Context: an optimization exercise on an open-source flow, tuned for small area, a short achievable clock period and few clock cycles. The choices shown serve that exercise and are no tape-out recipe. Only simulation tests tie the RTL to the original design; equivalence was not proved.

==> inputs of 09-01 <==
==> flow/design.v (excerpt) <==
module sv_core (
    input  wire        clk,
    input  wire        rst,
    input  wire        cmd_valid,
    output wire        cmd_ready,
    input  wire [1:0]  cmd_op,
    input  wire [31:0] cmd_x,
    input  wire [31:0] cmd_g,
    input  wire [31:0] cmd_k,
    output reg         rsp_valid,
    output wire [7:0]  rsp_status,
    output wire [31:0] rsp_lp,
    output wire [31:0] rsp_hp,
    output wire [31:0] rsp_bp
);
    localparam OP_PROCESS = 2'd0;
    localparam OP_RESET   = 2'd1;
    localparam OP_SETCOEF = 2'd2;
    localparam [31:0] ONE    = 32'h3F800000;    
    localparam [31:0] G_RST  = 32'h3F800000;    
    localparam [31:0] GK_RST = 32'h40400000;    
    localparam [31:0] D_RST  = 32'h3E800000;    
    localparam [7:0]  K_MIN_E = 8'h77;          
    reg  st_idle, st_r, st_s1, st_s2, st_s3, st_s4, st_s5, st_s6, st_s7;
    reg  st_c1, st_c2, st_c3, st_dv;
    reg  [3:0]  cnt;
    reg  [31:0] g, gk, d;
    reg  [31:0] s1, s2;
    reg  [31:0] xr, mr, ar;
    reg         st_inv, st_ill;
    wire dv_last;
    wire ready = st_idle | st_r | dv_last;
    assign cmd_ready  = ready;
    assign rsp_status = {5'd0, st_ill, 1'b0, st_inv};
    assign rsp_lp = s2;
    assign rsp_hp = xr;
    assign rsp_bp = ar;
    wire acc = cmd_valid & ready;
    wire [31:0] mul_y, add_y;
    wire        m_tg = ~(ready | st_s3 | st_s4 | st_s5);    
    wire [31:0] mul_a = ({32{ready}} & gk) | ({32{st_s3}} & d) | ({32{~(ready | st_s3)}} & g);
    wire [31:0] mul_b = ({32{ready}} & s1) | ({32{st_s4 | st_s5}} & xr) | ({32{st_s3 | m_tg}} & ar);
    wire        a_x  = st_s1 | st_c1;
    wire        a_m  = st_s5 | st_s7 | st_r | st_c3;
  ...
==> module sv_fp_mul, before the edit <==
module sv_fp_mul (
    input  wire [31:0] a,
    input  wire [31:0] b,
    output reg  [31:0] y
);
    wire        sy = a[31] ^ b[31];
    wire [7:0]  ea = a[30:23];
    wire [7:0]  eb = b[30:23];
    wire        a_hid = |ea;
    wire        b_hid = |eb;
    wire        a_fz = ~|a[22:0];
    wire        b_fz = ~|b[22:0];
    wire        a_nan  = (&ea) & ~a_fz;
    wire        b_nan  = (&eb) & ~b_fz;
    wire        a_inf  = (&ea) & a_fz;
    wire        b_inf  = (&eb) & b_fz;
    wire        a_zero = ~a_hid & a_fz;
    wire        b_zero = ~b_hid & b_fz;
    wire [23:0] ma = {a_hid, a[22:0]};
    wire [23:0] mb = {b_hid, b[22:0]};
    wire [47:0] prod;
    sv_mul24 u_m (.a(ma), .b(mb), .p(prod));
    wire [22:0] fs = a_hid ? b[22:0] : a[22:0];
    wire [4:0]  lzf, tza, tzb;
    sv_lzc32 u_lz  (.v({fs, 1'b1, 8'd0}), .n(lzf));
    sv_lzc32 u_tza (.v({rev24(ma), 8'h80}), .n(tza));
    sv_lzc32 u_tzb (.v({rev24(mb), 8'h80}), .n(tzb));
    wire [4:0]  lza = (a_hid & b_hid) ? 5'd0 : lzf + 5'd1;
    function [23:0] rev24(input [23:0] x);
        integer j;
        for (j = 0; j < 24; j = j + 1) rev24[j] = x[23 - j];
    endfunction
    wire signed [10:0] xa = {3'b000, ea[7:1], ea[0] | ~a_hid};
    wire signed [10:0] xb = {3'b000, eb[7:1], eb[0] | ~b_hid};
    wire signed [10:0] K  = xa + xb - 11'sd127;
    wire signed [10:0] lz = {6'd0, lza};
    wire               nrm = K > lz;
    wire signed [10:0] S1 = nrm ? (lz + 11'sd1) : K;
    wire signed [10:0] rs = 11'sd24 - S1;          
    wire [5:0]         rs6 = (rs > 11'sd49) ? 6'd63 : rs[5:0];
    wire [48:0]        pw  = {prod, 1'b0};
    wire [25:0]        win = pw >> rs6;            
    wire signed [10:0] tz = {6'd0, tza} + {6'd0, tzb};
    wire               st22 = (tz + S1) < 11'sd23;
    wire               st23 = (tz + S1) < 11'sd24;
    wire signed [10:0] E1 = K - S1 + 11'sd1;       
    wire        top = win[25];
    wire [22:0] man = top ? win[24:2] : win[23:1];
    wire        g   = top ? win[1] : win[0];
    wire        st  = top ? (win[0] | st23) : st22;
    wire [7:0]  e_field = top ? (E1[7:0] + 8'd1) : (win[24] ? E1[7:0] : 8'd0);
    wire        ovf = top ? (E1 >= 11'sd254) : (E1 >= 11'sd255);
    wire        rnd = g & (st | man[0]);
    wire [30:0] mag = {e_field, man} + {30'd0, rnd};
    always @(*) begin
        if (a_nan || b_nan || (a_inf && b_zero) || (b_inf && a_zero))
            y = 32'h7FC00000;
        else if (a_inf || b_inf)
            y = {sy, 8'hFF, 23'd0};
        else if (a_zero || b_zero)
            y = {sy, 31'd0};
        else if (ovf)
            y = {sy, 8'hFF, 23'd0};
        else
            y = {sy, mag};
    end
endmodule
==> flow/config.mk <==
export PLATFORM = sky130hd
export DESIGN_NAME = sv_core
export DESIGN_NICKNAME = sv_core
export VERILOG_FILES = /design/flow/design.v
export SDC_FILE = /design/flow/constraint.sdc
export NUM_CORES = 4
export LEC_CHECK = 0
export ABC_AREA = 1
export CAP_MARGIN = 20
export CORE_MARGIN = 2
export CORE_UTILIZATION = 55
export PLACE_DENSITY = 0.65
export SLEW_MARGIN = 20
==> flow/constraint.sdc <==
create_clock -name core_clock -period 24.0 [get_ports {clk}]
set_input_delay 4.8000 -clock core_clock [delete_from_list [all_inputs] [get_ports {clk}]]
set_output_delay 4.8000 -clock core_clock [all_outputs]
set_load 0.01 [all_outputs]
standard.sh (not shown) runs the stock make flow with config.mk's settings and CLKGATE_MAP_FILE= SYNTH_SCRIPT=/design/flow/synth_recipe.tcl, a recipe that flattens the netlist after the stock synthesis.
==> flow/flow/run.sh <==
#!/bin/bash
# Layout: the standard flow (standard.sh, unchanged synthesis and steps),
# with ORFS's repair_timing asked to leave a setup slack margin of 15.5 ns, so
# that it sizes and buffers the critical paths for a short achieved period.
# The clock, its period and the constraints are the standard flow's.
set -euo pipefail
bash standard.sh SETUP_SLACK_MARGIN=15.5 finish > standard_finish.log 2>&1
==> inputs of 04-08, as changes to 09-01 <==
--- a/flow/design.v
+++ b/flow/design.v
@@ -23,11 +23,5 @@
     wire [22:0] fs = a_hid ? b[22:0] : a[22:0];
-    wire [4:0]  lzf, tza, tzb;
+    wire [4:0]  lzf;
     sv_lzc32 u_lz  (.v({fs, 1'b1, 8'd0}), .n(lzf));
-    sv_lzc32 u_tza (.v({rev24(ma), 8'h80}), .n(tza));
-    sv_lzc32 u_tzb (.v({rev24(mb), 8'h80}), .n(tzb));
     wire [4:0]  lza = (a_hid & b_hid) ? 5'd0 : lzf + 5'd1;
-    function [23:0] rev24(input [23:0] x);
-        integer j;
-        for (j = 0; j < 24; j = j + 1) rev24[j] = x[23 - j];
-    endfunction
     wire signed [10:0] xa = {3'b000, ea[7:1], ea[0] | ~a_hid};
@@ -42,5 +36,11 @@
     wire [25:0]        win = pw >> rs6;            
-    wire signed [10:0] tz = {6'd0, tza} + {6'd0, tzb};
-    wire               st22 = (tz + S1) < 11'sd23;
-    wire               st23 = (tz + S1) < 11'sd24;
+    wire signed [10:0] th  = 11'sd23 - S1;
+    wire [5:0]         th6 = th[10] ? 6'd0 : (th > 11'sd48) ? 6'd48 : th[5:0];
+    reg  [47:0]        stmask;
+    integer            j;
+    always @(*) begin
+        for (j = 0; j < 48; j = j + 1)
+            stmask[j] = (j < th6);
+    end
+    wire               st22 = |(prod & stmask);
     wire signed [10:0] E1 = K - S1 + 11'sd1;       
@@ -49,3 +49,3 @@
     wire        g   = top ? win[1] : win[0];
-    wire        st  = top ? (win[0] | st23) : st22;
+    wire        st  = top ? (win[0] | st22) : st22;
     wire [7:0]  e_field = top ? (E1[7:0] + 8'd1) : (win[24] ? E1[7:0] : 8'd0);
==> flow/flow/run.sh (replaced) <==
#!/bin/bash
# Layout: the standard flow (standard.sh: unchanged synthesis and steps),
# with ORFS's repair_timing asked to leave a setup slack margin of 14 ns, so
# that it sizes and buffers the critical paths for a short achieved period.
# The clock, its period and the constraints are the standard flow's.
set -euo pipefail
bash standard.sh SETUP_SLACK_MARGIN=14 finish > standard_finish.log 2>&1
Settings changed: CORE_UTILIZATION 55 to 45, PLACE_DENSITY 0.65 to 0.58.
==> notes <==
- 09-01 aborted during global routing (5_1_grt). 04-08 finished clean.
- In 04-08 the synthesized cell count is smaller than in 09-01, by about 0.6%.
- In 04-08 the synthesized area is lower than in 09-01, by about 0.7%.
==> figures <==
item                                                      04-08                      09-01
Number of standard cells after synthesis                   7875                       7923
Xor/xnor share of the synthesized area                   8.465%                     8.581%
Area share of fa/ha/maj cells after synthesis            16.60%                     16.71%
Outcome                                timing/DRC/antenna clean  aborted with a tool error
Last stage reached                                            -   global routing (5_1_grt)
Post-cts repair resize count                               1169                       1571
Share of the synthesized area in the top cell type       13.32%                     12.88%
# rows                                                      121                        110
Cell area after placement                           51960 sq um                52590 sq um
Die extent in y                                        334.5 um                     304 um
Number of post-CTS setup repair buffers                     385                        493
Testbench counts of 09-01, summed over its fixed seeds: cycles 52,586.
Testbench counts of 04-08, summed over its fixed seeds: cycles 52,586.

---

==> run a <==
sv_core, a different RTL version from the one above (not shown whole).
==> flow/design.v (excerpt) <==
module sv_core (
    input  wire        clk,
    input  wire        rst,
    input  wire        cmd_valid,
    output wire        cmd_ready,
    input  wire [1:0]  cmd_op,
    input  wire [31:0] cmd_x,
    input  wire [31:0] cmd_g,
    input  wire [31:0] cmd_k,
    output reg         rsp_valid,
    output wire [7:0]  rsp_status,
    output wire [31:0] rsp_lp,
    output wire [31:0] rsp_hp,
    output wire [31:0] rsp_bp
);
    localparam OP_PROCESS = 2'd0;
    localparam OP_RESET   = 2'd1;
    localparam OP_SETCOEF = 2'd2;
    localparam [31:0] ONE    = 32'h3F800000;    
    localparam [31:0] G_RST  = 32'h3F800000;    
    localparam [31:0] GK_RST = 32'h40400000;    
    localparam [31:0] D_RST  = 32'h3E800000;    
    localparam [7:0]  K_MIN_E = 8'h77;          
    reg  st_idle, st_r, st_s1, st_s2, st_s3, st_s4, st_s5, st_s6, st_s7;
    reg  st_c1, st_c2, st_c3, st_dv;
    reg  [3:0]  cnt;
    reg  [31:0] g, gk, d;
    reg  [31:0] s1, s2;
    reg  [31:0] xr, mr, ar;
    reg         st_inv, st_ill;
    wire dv_last;
    wire ready = st_idle | st_r | dv_last;
    assign cmd_ready  = ready;
    assign rsp_status = {5'd0, st_ill, 1'b0, st_inv};
    assign rsp_lp = s2;
  ...
export LEC_CHECK = 0
export ABC_AREA = 1
export CAP_MARGIN = 20
export CORE_MARGIN = 2
export CORE_UTILIZATION = 42
export PLACE_DENSITY = 0.55
export SLEW_MARGIN = 20
export TNS_END_PERCENT = 10
create_clock -name core_clock -period 24.0 [get_ports {clk}]
==> flow/flow/run.sh <==
#!/bin/bash
# Layout: the standard flow (standard.sh: unchanged synthesis and steps),
# with ORFS's repair_timing asked to leave a setup slack margin of 14.2 ns,
# so that it sizes and buffers the critical paths for a short achieved
# period. The clock, its period and the constraints are the standard flow's.
set -euo pipefail
bash standard.sh SETUP_SLACK_MARGIN=14.2 finish > standard_finish.log 2>&1
==> run b (differences from run a) <==
==> flow/flow/run.sh (replaced) <==
#!/bin/bash
# Layout: the standard flow (standard.sh: unchanged synthesis and steps),
# with ORFS's repair_timing asked to leave a setup slack margin of 13.5 ns,
# so that it sizes and buffers the critical paths for a short achieved
# period. The clock, its period and the constraints are the standard flow's.
set -euo pipefail
bash standard.sh SETUP_SLACK_MARGIN=13.5 finish > standard_finish.log 2>&1
==> notes.md <==
item                                                            run b             run a
Minimum clock period after layout                            10.38 ns          10.30 ns
Outcome                                      timing/DRC/antenna clean  timing/DRC/antenna clean
Non-clock buffer instance count of the final layout               612               672
Final Cell Area                                           60800 sq um       62300 sq um
Wire length per cell                                          26.7 um           26.8 um
Met3 wire len                                                33100 um          32800 um
Worst hold slack across all endpoints                        0.413 ns          0.414 ns
Layout inverter count without the clock tree                     1075              1078
Reg2Reg Launch Point                                 ar[10]$_DFFE_PP_  st_c1$_SDFF_PP0_
Maximum operating frequency                                  96.3 MHz          97.1 MHz
DR vias/cell                                                     6.11              6.12
Crit-path max FO                                                    8                10
Largest clock skew in the final design                      0.0159 ns         0.0176 ns
FILL cells                                                      12200             12100
First-pass GRT wire length                                  369000 um         373000 um
Sequential cell area                                       6380 sq um        6370 sq um
Wire length after detailed routing                          262000 um         264000 um
Testbench counts of run a, summed over its fixed seeds: cycles 52,586.
Testbench counts of run b, summed over its fixed seeds: cycles 52,586.

==> port drivers added, routing unchanged <==
The results above use ideal ports. As a check the final layouts listed here were re-extracted and re-timed, cells and wires unchanged.
Step 1 assumes that a clkbuf_16 drives the clock port and a buf_2 every other input.
Step 2, shift: input delay + t, output delay - t, t = (earliest + latest rising clock arrival at the registers) / 2. This alone moves slack from input paths to output paths.
Slacks: ideal / step 1 / step 2; pairs: ideal / step 1.
| run | t (ns) | setup WS [ns] | hold slack, ns |
|---|---|---|---|
| 04-08 | 0.710 | 13.093 / 13.093 / 13.093 | 0.430 / 0.430 / 0.430 |
| run a | 0.638 | 13.700 / 13.700 / 13.700 | 0.414 / 0.414 / 0.414 |
| run b | 0.637 | 13.618 / 13.618 / 13.618 | 0.413 / 0.413 / 0.413 |
After both steps setup and hold are still met in every run listed.
